What follows belongs to an exercise in optimizing a design on an open flow for small area, a short achievable clock period and few clock cycles; a production flow would make more cautious choices.
Where RTL was checked, it was by simulation tests only, not by an equivalence proof against the original.
Power is estimated from default activity; no workload was simulated.

Setup of beta:
==> flow/design.v <==
module mctp_rx (
    input  wire        clk,
    input  wire        rst,             
    input  wire        start_valid,
    output wire        start_ready,
    input  wire [7:0]  cfg_mtu,         
    input  wire        cfg_pec_check,   
    input  wire        in_valid,        
    output wire        in_ready,
    input  wire [7:0]  in_data,
    output reg         out_valid,       
    input  wire        out_ready,
    output reg  [7:0]  out_data,
    output wire        done_valid,      
    input  wire        done_ready,
    output reg  [1:0]  done_status,     
    output reg  [9:0]  done_pkts,       
    output reg  [12:0] done_rx_len,     
    output reg  [12:0] done_raw_len,    
    output reg         done_mic_ok      
);
    localparam [1:0] ST_OK = 2'd0, ST_BADBC = 2'd1, ST_OVF = 2'd2, ST_PEC = 2'd3;
    localparam [7:0]  MIC_X0 = 8'h85;
    localparam [23:0] MIC_HI = 24'h9F9B5C;
    function [7:0] crc8_byte(input [7:0] c, input [7:0] b);
        integer i;
        reg [7:0] x;
        begin
            x = c ^ b;
            for (i = 0; i < 8; i = i + 1)
                x = x[7] ? ((x << 1) ^ 8'h07) : (x << 1);
            crc8_byte = x;
        end
    endfunction
    function [31:0] crc32_byte(input [31:0] c, input [7:0] b);
        integer i;
        reg [31:0] x;
        begin
            x = c ^ {24'd0, b};
            for (i = 0; i < 8; i = i + 1)
                x = x[0] ? ((x >> 1) ^ 32'h82F63B78) : (x >> 1);
            crc32_byte = x;
        end
    endfunction
    reg        s_idle, s_hdr, s_body, s_pec, s_done;
    reg        s_inv1, s_loop, s_fin, s_inv2;
    reg        ir;          
    reg        dv;          
    reg [7:0]  mtu;
    reg        pec_check;
    reg [8:0]  bcm5;        
    reg        bc5_r;       
    reg        bc6_r;       
    reg [7:0]  cnt;         
    reg        cnt1_r;      
    reg        cnt0_r;      
    reg        eom;
    reg [7:0]  crc8;
    reg [31:0] crc32;
    reg        sk_valid;    
    reg [7:0]  sk_data;
    reg        bc_bad_r;    
    reg        body_ovf_r;  
    assign start_ready = s_idle;
    assign in_ready    = ir;
    assign done_valid  = dv;
    wire take      = in_valid && ir;
    wire take_hdr  = take && s_hdr;
    wire take_body = take && s_body;
    wire take_pec  = take && s_pec;
    wire hdr_last  = take_hdr && (cnt[2:0] == 3'd0);
    wire hdr_fail  = bc_bad_r || body_ovf_r;
    wire hdr_ok    = hdr_last && !hdr_fail;
    wire bc_zero   = bc5_r;
    wire body_last = take_body && cnt1_r;
    wire cnt_zero  = cnt0_r;
    wire next_ovf  = (done_raw_len >= 13'd5112);
    wire pec_bad   = pec_check && (in_data != crc8);
    wire done_fire = dv && done_ready;
    wire start     = s_idle && start_valid;
    wire out_free  = !out_valid || out_ready;
    wire out_fire  = out_valid && out_ready;
    wire s_idle_n = rst || (s_idle && !start_valid) || done_fire;
    wire s_hdr_n  = !rst && (start || (s_hdr && !hdr_last) ||
                             (take_pec && !pec_bad && !eom && !next_ovf));
    wire s_body_n = !rst && ((hdr_ok && !bc_zero) || (s_body && !body_last));
    wire s_pec_n  = !rst && ((hdr_ok && bc_zero) || body_last || (s_pec && !take));
    wire s_inv1_n = !rst && take_pec && pec_bad;
    wire s_loop_n = !rst && (s_inv1 || (s_loop && !cnt_zero));
    wire s_fin_n  = !rst && s_loop && cnt_zero;
    wire s_inv2_n = !rst && s_fin;
    wire s_done_n = !rst && ((hdr_last && hdr_fail) ||
                             (take_pec && !pec_bad && (eom || next_ovf)) ||
                             s_inv2 || (s_done && !done_fire));
    wire ov_n     = !rst && (out_free ? (sk_valid || take_body) : 1'b1);
    wire sk_n     = !rst && !out_free && (sk_valid || take_body);
    wire        raw_inc  = take_body || take_pec || s_loop || hdr_ok || s_fin;
    wire        raw_by8  = s_hdr || s_fin;
    wire [12:0] raw_p1   = done_raw_len + 13'd1;
    wire [12:0] raw_p8   = {done_raw_len[12:3] + 10'd1, done_raw_len[2:0]};
    wire        rx_inc   = take_body || (s_loop && !cnt_zero);
    wire        pkts_inc = take_pec || s_fin;
    wire        inv      = s_inv1 || s_inv2;
    wire [8:0]  cap_s  = {1'b0, done_raw_len[7:0]} + {1'b0, bcm5[7:0]};
    wire [4:0]  cap_hi = done_raw_len[12:8];
    wire        cap_19 = (cap_hi == 5'd19);
    wire        cap_18 = (cap_hi == 5'd18);
    wire        cap_20 = (cap_hi >= 5'd20);
    wire [7:0] crc8_next = crc8_byte(crc8, in_data);
    wire       mic_match = ((crc32[7:0] ^ out_data) == MIC_X0) && (crc32[31:8] == MIC_HI);
    always @(posedge clk) begin
        s_idle    <= s_idle_n;
        s_hdr     <= s_hdr_n;
        s_body    <= s_body_n;
        s_pec     <= s_pec_n;
        s_inv1    <= s_inv1_n;
        s_loop    <= s_loop_n;
        s_fin     <= s_fin_n;
        s_inv2    <= s_inv2_n;
        s_done    <= s_done_n;
        ir        <= s_hdr_n || (s_body_n && !sk_n) || s_pec_n;
        dv        <= s_done_n && !ov_n;
        out_valid <= ov_n;
        sk_valid  <= sk_n;
        bc_bad_r   <= bcm5[8] || (bcm5[7:0] > mtu);
        body_ovf_r <= cap_20 || (cap_19 && cap_s > 9'd247) || (cap_18 && cap_s > 9'd503);
        if (out_free) begin
            if (sk_valid)
                out_data <= sk_data;
            else if (s_body)
                out_data <= in_data;
        end else if (!sk_valid) begin
            sk_data <= in_data;
        end
        if (out_fire) begin
            crc32 <= crc32_byte(crc32, out_data);
            if (done_status == ST_OK)
                done_mic_ok <= mic_match;
        end
        if (inv) begin
            done_raw_len <= ~done_raw_len;
            done_rx_len  <= ~done_rx_len;
            done_pkts    <= ~done_pkts;
        end else begin
            if (raw_inc)
                done_raw_len <= raw_by8 ? raw_p8 : raw_p1;
            if (rx_inc)
                done_rx_len <= done_rx_len + 13'd1;
            if (pkts_inc)
                done_pkts <= done_pkts + 10'd1;
        end
        if (start) begin
            mtu          <= cfg_mtu;
            pec_check    <= cfg_pec_check;
            done_status  <= ST_OK;
            done_pkts    <= 10'd0;
            done_rx_len  <= 13'd0;
            done_raw_len <= 13'd0;
            done_mic_ok  <= 1'b0;
            crc32        <= 32'hFFFFFFFF;
            crc8         <= 8'd0;
        end
        if (s_hdr && cnt[2:0] == 3'd5) begin
            bcm5  <= {1'b0, in_data} - 9'd5;
            bc5_r <= (in_data == 8'd5);
            bc6_r <= (in_data == 8'd6);
        end
        if (s_hdr && cnt[2:0] == 3'd0)
            eom <= in_data[6];
        if (take_hdr) begin
            if (!cnt[2])
                crc8 <= crc8_next;
            if (cnt[2:0] == 3'd0) begin
                if (hdr_fail) begin
                    done_status <= bc_bad_r ? ST_BADBC : ST_OVF;
                    done_mic_ok <= 1'b0;
                end
            end
        end
        if (take_body) begin
            crc8 <= crc8_next;
        end
        if (take_pec) begin
            crc8 <= 8'd0;
            if (pec_bad) begin
                done_status <= ST_PEC;
                done_mic_ok <= 1'b0;
            end else if (!eom && next_ovf) begin
                done_status <= ST_OVF;
                done_mic_ok <= 1'b0;
            end
        end
        if (start || take_pec) begin
            cnt    <= 8'd7;
            cnt1_r <= 1'b0;
            cnt0_r <= 1'b0;
        end else if ((hdr_last && !hdr_fail) || s_inv1) begin
            cnt    <= bcm5[7:0];
            cnt1_r <= bc6_r;
            cnt0_r <= bc_zero;
        end else if (take_hdr || take_body || (s_loop && !cnt_zero)) begin
            cnt    <= cnt - 8'd1;
            cnt1_r <= (cnt == 8'd2);
            cnt0_r <= cnt1_r;
        end
    end
endmodule
Settings: LEC_CHECK=0, CAP_MARGIN=20, CORE_MARGIN=2, CORE_UTILIZATION=40, CTS_BUF_LIST=sky130_fd_sc_hd__clkbuf_4 sky130_fd_sc_hd__clkbuf_8, SETUP_SLACK_MARGIN=2.8, SLEW_MARGIN=20; clock period 5.0 ns.
standard.sh (not shown) runs the stock make flow with config.mk's settings and CLKGATE_MAP_FILE= SYNTH_SCRIPT=/design/flow/synth_recipe.tcl, a recipe that flattens the netlist after the stock synthesis.
==> flow/flow/run.sh <==
#!/bin/bash
# The standard layout (the standard.sh: standard synthesis, then ORFS to
# finish), with plain sky130 buffers on the ports instead of the delay cells
# that buffer_ports picks by default.
export BUFFER_PORTS_ARGS="-buffer_cell sky130_fd_sc_hd__buf_2"
bash standard.sh > standard.log 2>&1
Testbench counts of beta, summed over its fixed seeds: cycles 37,863.
[inputs] alpha vs beta
--- a/flow/design.v
+++ b/flow/design.v
@@ -48,10 +48,8 @@
     reg        dv;          
     reg [7:0]  mtu;
     reg        pec_check;
     reg [8:0]  bcm5;        
-    reg        bc5_r;       
-    reg        bc6_r;       
     reg [7:0]  cnt;         
     reg        cnt1_r;      
     reg        cnt0_r;      
     reg        eom;
@@ -70,9 +68,9 @@
     wire take_pec  = take && s_pec;
     wire hdr_last  = take_hdr && (cnt[2:0] == 3'd0);
     wire hdr_fail  = bc_bad_r || body_ovf_r;
     wire hdr_ok    = hdr_last && !hdr_fail;
-    wire bc_zero   = bc5_r;
+    wire bc_zero   = (bcm5[7:0] == 8'd0);
     wire body_last = take_body && cnt1_r;
     wire cnt_zero  = cnt0_r;
     wire next_ovf  = (done_raw_len >= 13'd5112);
     wire pec_bad   = pec_check && (in_data != crc8);
@@ -159,13 +157,10 @@
             done_mic_ok  <= 1'b0;
             crc32        <= 32'hFFFFFFFF;
             crc8         <= 8'd0;
         end
-        if (s_hdr && cnt[2:0] == 3'd5) begin
-            bcm5  <= {1'b0, in_data} - 9'd5;
-            bc5_r <= (in_data == 8'd5);
-            bc6_r <= (in_data == 8'd6);
-        end
+        if (s_hdr && cnt[2:0] == 3'd5)
+            bcm5 <= {1'b0, in_data} - 9'd5;
         if (s_hdr && cnt[2:0] == 3'd0)
             eom <= in_data[6];
         if (take_hdr) begin
             if (!cnt[2])
@@ -195,9 +190,9 @@
             cnt1_r <= 1'b0;
             cnt0_r <= 1'b0;
         end else if ((hdr_last && !hdr_fail) || s_inv1) begin
             cnt    <= bcm5[7:0];
-            cnt1_r <= bc6_r;
+            cnt1_r <= (bcm5[7:0] == 8'd1);
             cnt0_r <= bc_zero;
         end else if (take_hdr || take_body || (s_loop && !cnt_zero)) begin
             cnt    <= cnt - 8'd1;
             cnt1_r <= (cnt == 8'd2);
Results
alpha reached the end of the flow, and the finished layout is clean on the timing, DRC and antenna checks. beta → alpha: fraction of the mapped netlist area in compound gates rose by 0.74 points, clock group share of total power fell by 1.2 points, met2 track demand over resource in global routing fell by 0.33 points. In the route summary, alpha ends up with a via count below that of beta. alpha against beta: die outline height shows a reduction of 2.2 microns, number of ordinary and repair buffers in the finished layout shows a reduction of about 14%. Compared with beta, alpha shows wire length on met3 that has gone up by more than 10%. Post-synthesis to final-layout area growth in alpha is 1.1 points below beta. Of the two candidates, beta has the worse synthesized area and alpha the better one. Count of clock-buffer cells in the layout: alpha vs beta up 1. [compare] base=beta new=alpha: sequential share of layout area moved up, number of enable-type register cells in the synthesized netlist moved down. Looking at first element of the critical path, the out_data[1]$_DFFE_PP_ result is from beta; the out_data[2]$_DFFE_PP_ one comes from alpha. In the reports for beta and alpha, the smaller routed wire length belongs to alpha. Critical path's slowest cell: sky130_fd_sc_hd__edfxtp_1 -> beta, sky130_fd_sc_hd__xnor3_2 -> alpha.
Only the layout flow was run in alpha; the RTL was not checked for function there.

## what the ideal ports hide
No port has a modelled driver above. Below, the same layouts with a new extraction and two added sets of constraints.
Step 1, drivers: a clkbuf_16 drives clk and a buf_2 each remaining input, both assumed.
Step 2 also shifts input and output timing later by t, the mid clock arrival at the registers, as if the neighbouring blocks saw the same clock.
Slacks: no drivers / after step 1 / after step 2; pairs: no drivers / after step 1.
run | shift t [ns] | setup slack, ns | hold slack, ns | worst setup path after step 2 | pins driven straight from the clock port
beta | 0.488 | 2.826 / 2.791 / 2.368 | 0.471 / 0.471 / 0.471 | input to register | 1
alpha | 0.487 | 2.748 / 2.748 / 2.362 | 0.473 / 0.473 / 0.473 | input to register | 1
After both steps every run listed still meets setup and hold. For beta, which loses most, drivers alone change the setup slack by -0.035 ns; drivers and shift together by -0.458 ns.
